Background: an optimization exercise with open tools, aiming at small area, a short achievable clock period and few clock cycles. Do not read the settings as production practice. Where RTL was checked, it was by simulation tests only, not by an equivalence proof against the original. No activity file was given, so power comes from the tool's default toggle rates.

==> flow/design.v <==
module vad_unit (
    input  wire        clk,
    input  wire        rst,           
    input  wire        cmd_valid,
    output wire        cmd_ready,
    input  wire [1:0]  cmd_op,        
    input  wire [31:0] cmd_arg,       
    input  wire [31:0] cmd_blen,      
    input  wire        s_valid,
    output wire        s_ready,
    input  wire [31:0] s_data,
    output wire        iv_valid,
    input  wire        iv_ready,
    output wire [15:0] iv_data,
    output wire        iv_last,
    output wire [1:0]  iv_mode,
    output wire        iv_reset,
    input  wire        vd_valid,
    input  wire [1:0]  vd_code,
    output wire        done,
    output wire [31:0] result,
    output wire        rate_reject,
    output wire [31:0] hist_err,
    output wire [31:0] hist_sil,
    output wire [31:0] hist_voice,
    output wire [31:0] hist_noise,
    output wire [31:0] vad_rate,
    output wire [10:0] vad_flen,
    output wire [10:0] vad_off,
    output wire [1:0]  vad_mode
);
    localparam [1:0] OP_INIT    = 2'd1;
    localparam [1:0] OP_SETMODE = 2'd2;
    localparam [1:0] OP_PROCESS = 2'd3;
    localparam [1:0] V_SIL   = 2'd0;
    localparam [1:0] V_VOICE = 2'd1;
    localparam [1:0] V_NOISE = 2'd2;
    localparam HW = 23;               
    reg        crdy;                  
    reg        acc_q;                 
    reg [1:0]  op_q;
    reg        ok_q;                  
    reg [1:0]  rc_q;                  
    reg        le3_q;                 
    reg [1:0]  lo_q;                  
    reg        locked;
    reg [1:0]  code;                  
    reg        f_1000, f_0101, f_1011, f_1101, f_1110, f_0111, f_0010, f_0001;
    reg [1:0]  mode_c;
    reg        r_all;                 
    reg        res0;                  
    reg        rrej_c;
    reg [10:0] off_c;
    reg [HW-1:0] hc_e, hc_s, hc_v, hc_n;
    reg        done_q;
    reg        ivrst_q;
    reg        run;
    reg [29:0] rem;                   
    reg [10:0] off_w;                 
    reg        nl;                    
    reg        pend;                  
    reg [HW-1:0] hw_e, hw_s, hw_v, hw_n;
    reg        sr;                    
    reg        av;                    
    reg        a_s;                   
    reg [4:0]  a_j;                   
    reg [14:0] a_m;                   
    reg        a_z;                   
    reg        a_c;                   
    reg        a_l;
    reg        bv;                    
    reg [15:0] b_t;
    reg        b_s;
    reg        b_l;
    reg        ivv;                   
    reg [15:0] ivd;
    reg        ivl;
    reg        skv;                   
    reg [15:0] skd;
    reg        skl;
    reg        vdv_q;
    reg [1:0]  vdc_q;
    reg        fin_q;                 
    wire        hi0    = (cmd_arg[31:16] == 16'd0);
    wire        is8k   = hi0 && (cmd_arg[15:0] == 16'd8000);
    wire        is16k  = hi0 && (cmd_arg[15:0] == 16'd16000);
    wire        is32k  = hi0 && (cmd_arg[15:0] == 16'd32000);
    wire        is48k  = hi0 && (cmd_arg[15:0] == 16'd48000);
    wire        accept = cmd_valid && crdy;
    wire        ex_init = acc_q && (op_q == OP_INIT);
    wire        ex_mode = acc_q && (op_q == OP_SETMODE);
    wire        ex_proc = acc_q && (op_q == OP_PROCESS);
    wire        pass    = ok_q && (!locked || (rc_q == code));
    wire        start   = ex_proc && pass;
    wire        rfail   = ex_proc && !pass;
    reg [10:0] flen_m2;               
    always @(*) begin
        case (code)
            2'd0:    flen_m2 = 11'd238;
            2'd1:    flen_m2 = 11'd478;
            2'd2:    flen_m2 = 11'd958;
            default: flen_m2 = 11'd1438;
        endcase
    end
    wire take = s_valid && sr;
    wire pop   = ivv && iv_ready;
    wire bpush = bv && !skv;
    wire amove = av && (!bv || bpush);
    wire av_n  = take || (av && !amove);
    wire bv_n  = amove || (bv && !bpush);
    wire skv_n = skv ? !pop : (bpush && ivv && !pop);
    wire ivv_n = skv || bpush || (ivv && !pop);
    wire [7:0]  s_e   = s_data[30:23];
    wire        s_nan = (s_e == 8'hFF) && (s_data[22:0] != 23'd0);
    wire        s_z   = s_nan || (s_e < 8'd110);
    wire        s_c   = !s_nan && ((s_e >= 8'd127) ||
                                   (s_e == 8'd126 && s_data[22:8] == 15'h7FFF));
    wire [4:0]  s_j   = 5'd30 - s_e[4:0];         
    wire [15:0] qsh = {1'b1, a_m} >> a_j;
    wire [15:0] qt  = a_z ? 16'd0 : a_c ? 16'hFFFE : qsh;
    wire [16:0] qsum = {b_s, b_t ^ {16{b_s}}} + 17'd1;
    wire [15:0] qd   = qsum[16:1];
    wire rem_ge1 = (rem != 30'd0);
    wire rem_ge2 = (rem[29:1] != 29'd0);
    wire rem_ge3 = (rem[29:2] != 28'd0) || (rem[1] && rem[0]);
    wire fin = run && !rem_ge1 && !bv && !ivv && !pend && !vdv_q;
    wire [27:0] vx   = {5'd0, hw_v};
    wire [27:0] vy   = ~{3'd0, hw_s, 2'd0};
    wire [27:0] vz   = ~{3'd0, hw_n, 2'd0};
    wire [27:0] vsum = vx ^ vy ^ vz;
    wire [27:0] vcar = {(vx[26:0] & vy[26:0]) | (vx[26:0] & vz[26:0]) |
                        (vy[26:0] & vz[26:0]), 1'b1};
    wire [13:0] vlo  = {1'b0, vsum[12:0]} + {1'b0, vcar[12:0]} + 14'd1;
    reg         vc13;
    wire [14:0] vhi  = {1'b0, vsum[27:13]} + {1'b0, vcar[27:13]} + {14'd0, vc13};
    wire        d_all = (hw_e != {HW{1'b0}});
    wire        d_one = !d_all && (hw_v != {HW{1'b0}}) && !vhi[14];
    wire g1      = amove ? rem_ge2 : rem_ge1;
    wire g2      = amove ? rem_ge3 : rem_ge2;
    wire more    = av_n ? g2 : g1;
    wire full_n  = av_n && bv_n && skv_n;
    wire nl_n    = take ? (!nl && (off_w == flen_m2)) : nl;
    wire pend_n  = (pend && !vdv_q) || (take && nl);
    wire run_n   = start || (run && !fin);
    wire sr_n    = run_n && more && !full_n && !(pend_n && nl_n);
    wire clr_w = rst || ex_init || rfail || start;
    wire hld   = rst || ex_init || rfail || fin_q;
    wire [HW-1:0] hw_e_n = clr_w ? {HW{1'b0}} : hw_e + (vdv_q && vdc_q == 2'd3);
    wire [HW-1:0] hw_s_n = clr_w ? {HW{1'b0}} : hw_s + (vdv_q && vdc_q == V_SIL);
    wire [HW-1:0] hw_v_n = clr_w ? {HW{1'b0}} : hw_v + (vdv_q && vdc_q == V_VOICE);
    wire [HW-1:0] hw_n_n = clr_w ? {HW{1'b0}} : hw_n + (vdv_q && vdc_q == V_NOISE);
    always @(posedge clk) begin
        hw_e <= hw_e_n;
        hw_s <= hw_s_n;
        hw_v <= hw_v_n;
        hw_n <= hw_n_n;
        if (hld) begin
            hc_e <= hw_e_n;
            hc_s <= hw_s_n;
            hc_v <= hw_v_n;
            hc_n <= hw_n_n;
        end
        vc13 <= vlo[13];
    end
    always @(posedge clk) begin
        acc_q <= accept;
        op_q  <= cmd_op;
        ok_q  <= is8k || is16k || is32k || is48k;
        rc_q  <= {is32k || is48k, is16k || is48k};
        le3_q <= (cmd_arg[31:2] == 30'd0);
        lo_q  <= cmd_arg[1:0];
        if (!av || amove) begin
            a_s <= s_data[31];
            a_j <= s_j;
            a_m <= s_data[22:8];
            a_z <= s_z;
            a_c <= s_c;
            a_l <= nl;
        end
        if (amove) begin
            b_t <= qt;
            b_s <= a_s;
            b_l <= a_l;
        end
        if (skv ? pop : (!ivv || pop)) begin
            ivd <= skv ? skd : qd;
            ivl <= skv ? skl : b_l;
        end
        if (!skv && ivv && !pop) begin
            skd <= qd;
            skl <= b_l;
        end
        if (crdy)
            rem <= cmd_blen[31:2];
        else if (amove)
            rem <= rem - 30'd1;
        if (rst) begin
            crdy    <= 1'b1;
            acc_q   <= 1'b0;
            locked  <= 1'b0;
            code    <= 2'd0;
            f_1000  <= 1'b0;
            f_0101  <= 1'b0;
            f_1011  <= 1'b0;
            f_1101  <= 1'b0;
            f_1110  <= 1'b0;
            f_0111  <= 1'b0;
            f_0010  <= 1'b0;
            f_0001  <= 1'b0;
            mode_c  <= 2'd0;
            r_all   <= 1'b0;
            res0    <= 1'b0;
            rrej_c  <= 1'b0;
            off_c   <= 11'd0;
            done_q  <= 1'b0;
            ivrst_q <= 1'b0;
            run     <= 1'b0;
            off_w   <= 11'd0;
            nl      <= 1'b0;
            pend    <= 1'b0;
            sr      <= 1'b0;
            vdv_q   <= 1'b0;
            fin_q   <= 1'b0;
            av      <= 1'b0;
            bv      <= 1'b0;
            ivv     <= 1'b0;
            skv     <= 1'b0;
        end else begin
            av  <= av_n;
            bv  <= bv_n;
            ivv <= ivv_n;
            skv <= skv_n;
            sr  <= sr_n;
            run <= run_n;
            nl  <= nl_n;
            pend <= pend_n;
            if (take)
                off_w <= nl ? 11'd0 : off_w + 11'd1;
            vdv_q   <= vd_valid;
            vdc_q   <= vd_code;
            fin_q   <= fin;
            done_q  <= ex_init || ex_mode || rfail || fin_q;
            ivrst_q <= ex_init;
            if (accept)
                crdy <= 1'b0;
            else if (ex_init || ex_mode || rfail || fin_q)
                crdy <= 1'b1;
            if (ex_init) begin
                locked <= 1'b0;
                f_1000 <= 1'b0;
                f_0101 <= 1'b0;
                f_1011 <= 1'b0;
                f_1101 <= 1'b0;
                f_1110 <= 1'b0;
                f_0111 <= 1'b0;
                f_0010 <= 1'b0;
                f_0001 <= 1'b0;
                mode_c <= 2'd0;
                off_c  <= 11'd0;
                off_w  <= 11'd0;
                nl     <= 1'b0;
                r_all  <= 1'b0;
                res0   <= 1'b1;
                rrej_c <= 1'b0;
            end
            if (ex_mode) begin
                if (le3_q) mode_c <= lo_q;
                r_all  <= 1'b0;
                res0   <= le3_q;
                rrej_c <= 1'b0;
            end
            if (rfail) begin
                r_all  <= 1'b1;
                res0   <= 1'b1;
                rrej_c <= 1'b1;
            end
            if (start) begin
                code <= rc_q;
            end
            if (fin_q) begin
                locked <= 1'b1;
                f_1000 <= (code == 2'd0);
                f_0101 <= code[0];
                f_1011 <= (code != 2'd1);
                f_1101 <= (code != 2'd2);
                f_1110 <= (code != 2'd3);
                f_0111 <= (code != 2'd0);
                f_0010 <= (code == 2'd2);
                f_0001 <= (code == 2'd3);
                off_c  <= off_w;
                r_all  <= d_all;
                res0   <= d_all || d_one;
                rrej_c <= 1'b0;
            end
        end
    end
    assign cmd_ready   = crdy;
    assign s_ready     = sr;
    assign iv_valid    = ivv;
    assign iv_data     = ivd;
    assign iv_last     = ivl;
    assign iv_mode     = mode_c;
    assign iv_reset    = ivrst_q;
    assign done        = done_q;
    assign result      = {{31{r_all}}, res0};
    assign rate_reject = rrej_c;
    assign hist_err    = {{(32-HW){1'b0}}, hc_e};
    assign hist_sil    = {{(32-HW){1'b0}}, hc_s};
    assign hist_voice  = {{(32-HW){1'b0}}, hc_v};
    assign hist_noise  = {{(32-HW){1'b0}}, hc_n};
    assign vad_rate    = {16'd0, f_0001, f_0010, f_0111, locked, locked, f_1110,
                          f_1101, f_1011, f_0101, f_1000, 6'd0};
    assign vad_flen    = {f_0001, f_0010, f_0111, locked, f_1110, f_1101, f_1000, 4'd0};
    assign vad_off     = off_c;
    assign vad_mode    = mode_c;
endmodule
clock: 8.0 ns
lec_check: 0
cap_margin: 20
core_margin: 2
core_utilization: 40
cts_cluster_diameter: 80
cts_cluster_size: 30
slew_margin: 20
standard.sh (not shown) runs the stock make flow with config.mk's settings and CLKGATE_MAP_FILE= SYNTH_SCRIPT=/design/flow/synth_recipe.tcl, a recipe that flattens the netlist after the stock synthesis.
==> flow/flow/run.sh <==
#!/bin/bash
set -euo pipefail
SETUP_MARGIN=${SETUP_MARGIN:-5.0}
bash standard.sh \
    "BUFFER_PORTS_ARGS=-buffer_cell sky130_fd_sc_hd__buf_1" \
    "SETUP_SLACK_MARGIN=${SETUP_MARGIN}" \
    finish > flow_make.log 2>&1
test -f out/final.def
Testbench counts at the start, summed over its fixed seeds: cycles 280,853.
Change:
--- a/flow/design.v
+++ b/flow/design.v
@@ -60,15 +60,8 @@
     reg        nl;                    
     reg        pend;                  
     reg [HW-1:0] hw_e, hw_s, hw_v, hw_n;
     reg        sr;                    
-    reg        av;                    
-    reg        a_s;                   
-    reg [4:0]  a_j;                   
-    reg [14:0] a_m;                   
-    reg        a_z;                   
-    reg        a_c;                   
-    reg        a_l;
     reg        bv;                    
     reg [15:0] b_t;
     reg        b_s;
     reg        b_l;
@@ -104,27 +97,24 @@
     end
     wire take = s_valid && sr;
     wire pop   = ivv && iv_ready;
     wire bpush = bv && !skv;
-    wire amove = av && (!bv || bpush);
-    wire av_n  = take || (av && !amove);
-    wire bv_n  = amove || (bv && !bpush);
+    wire bv_n  = take || (bv && !bpush);
     wire skv_n = skv ? !pop : (bpush && ivv && !pop);
     wire ivv_n = skv || bpush || (ivv && !pop);
     wire [7:0]  s_e   = s_data[30:23];
     wire        s_nan = (s_e == 8'hFF) && (s_data[22:0] != 23'd0);
     wire        s_z   = s_nan || (s_e < 8'd110);
     wire        s_c   = !s_nan && ((s_e >= 8'd127) ||
                                    (s_e == 8'd126 && s_data[22:8] == 15'h7FFF));
-    wire [4:0]  s_j   = 5'd30 - s_e[4:0];         
-    wire [15:0] qsh = {1'b1, a_m} >> a_j;
-    wire [15:0] qt  = a_z ? 16'd0 : a_c ? 16'hFFFE : qsh;
+    wire [16:0] s_sh  = {1'b1, s_data[22:8], 1'b0} >> (~s_e[4:0]);
+    wire [15:0] qt    = s_z ? 16'd0 : s_c ? 16'hFFFE : s_sh[15:0];
     wire [16:0] qsum = {b_s, b_t ^ {16{b_s}}} + 17'd1;
     wire [15:0] qd   = qsum[16:1];
     wire rem_ge1 = (rem != 30'd0);
     wire rem_ge2 = (rem[29:1] != 29'd0);
     wire rem_ge3 = (rem[29:2] != 28'd0) || (rem[1] && rem[0]);
-    wire fin = run && !rem_ge1 && !bv && !ivv && !pend && !vdv_q;
+    wire fin = run && !rem_ge1 && !ivv && !pend && !vdv_q;
     wire [27:0] vx   = {5'd0, hw_v};
     wire [27:0] vy   = ~{3'd0, hw_s, 2'd0};
     wire [27:0] vz   = ~{3'd0, hw_n, 2'd0};
     wire [27:0] vsum = vx ^ vy ^ vz;
@@ -134,12 +124,12 @@
     reg         vc13;
     wire [14:0] vhi  = {1'b0, vsum[27:13]} + {1'b0, vcar[27:13]} + {14'd0, vc13};
     wire        d_all = (hw_e != {HW{1'b0}});
     wire        d_one = !d_all && (hw_v != {HW{1'b0}}) && !vhi[14];
-    wire g1      = amove ? rem_ge2 : rem_ge1;
-    wire g2      = amove ? rem_ge3 : rem_ge2;
-    wire more    = av_n ? g2 : g1;
-    wire full_n  = av_n && bv_n && skv_n;
+    wire g1      = bpush ? rem_ge2 : rem_ge1;
+    wire g2      = bpush ? rem_ge3 : rem_ge2;
+    wire more    = bv_n ? g2 : g1;
+    wire full_n  = bv_n && ivv_n && skv_n;
     wire nl_n    = take ? (!nl && (off_w == flen_m2)) : nl;
     wire pend_n  = (pend && !vdv_q) || (take && nl);
     wire run_n   = start || (run && !fin);
     wire sr_n    = run_n && more && !full_n && !(pend_n && nl_n);
@@ -168,20 +158,12 @@
         ok_q  <= is8k || is16k || is32k || is48k;
         rc_q  <= {is32k || is48k, is16k || is48k};
         le3_q <= (cmd_arg[31:2] == 30'd0);
         lo_q  <= cmd_arg[1:0];
-        if (!av || amove) begin
-            a_s <= s_data[31];
-            a_j <= s_j;
-            a_m <= s_data[22:8];
-            a_z <= s_z;
-            a_c <= s_c;
-            a_l <= nl;
-        end
-        if (amove) begin
+        if (!bv || bpush) begin
             b_t <= qt;
-            b_s <= a_s;
-            b_l <= a_l;
+            b_s <= s_data[31];
+            b_l <= nl;
         end
         if (skv ? pop : (!ivv || pop)) begin
             ivd <= skv ? skd : qd;
             ivl <= skv ? skl : b_l;
@@ -189,12 +171,10 @@
         if (!skv && ivv && !pop) begin
             skd <= qd;
             skl <= b_l;
         end
-        if (crdy)
-            rem <= cmd_blen[31:2];
-        else if (amove)
-            rem <= rem - 30'd1;
+        rem   <= crdy ? cmd_blen[31:2] : rem - {29'd0, bpush};
+        vdc_q <= vd_code;
         if (rst) begin
             crdy    <= 1'b1;
             acc_q   <= 1'b0;
             locked  <= 1'b0;
@@ -220,14 +200,12 @@
             pend    <= 1'b0;
             sr      <= 1'b0;
             vdv_q   <= 1'b0;
             fin_q   <= 1'b0;
-            av      <= 1'b0;
             bv      <= 1'b0;
             ivv     <= 1'b0;
             skv     <= 1'b0;
         end else begin
-            av  <= av_n;
             bv  <= bv_n;
             ivv <= ivv_n;
             skv <= skv_n;
             sr  <= sr_n;
@@ -236,9 +214,8 @@
             pend <= pend_n;
             if (take)
                 off_w <= nl ? 11'd0 : off_w + 11'd1;
             vdv_q   <= vd_valid;
-            vdc_q   <= vd_code;
             fin_q   <= fin;
             done_q  <= ex_init || ex_mode || rfail || fin_q;
             ivrst_q <= ex_init;
             if (accept)
After rerunning:
- maximum frequency stays flat
- clock-buffer cell count came out lower by 4
- wire length decreases by 0.31%
- first-iteration DRC count decreases by 30%
- die area fell by about 5%
- core utilization falls by 0.30 points
- synthesized cell count went up by about 1.4%
- cell count falls by 0.52%
- via count goes up by about 0.6%
- sequential power is lower by about 9%
No functional check of the RTL was part of the second run of this note.

-- what the ideal ports hide --
The flow's constraints put no driver on any port. The routed layouts listed below were extracted and timed again, unchanged, in two steps.
Step 1, drivers: a clkbuf_16 drives clk and a buf_2 each remaining input, both assumed.
Step 2 moves the port delays by t, midway between the first and last clock arrival at a register: inputs arrive t later, outputs are due t later. That takes back most of the time a late clock gives input paths.
Three values: no drivers, after step 1, after step 2; two values: the first two.
run	t (ns)	setup WS [ns]	slew at the worst register clock pin (ns)
the first run	0.605	5.109 / 5.089 / 4.534	0.10 / 0.10
the second run	0.585	5.101 / 5.058 / 4.545	0.11 / 0.11
After both steps setup and hold are still met in every run listed. The setup slack of the first run, which loses most, moves by -0.020 ns with the drivers and by -0.575 ns with both steps.
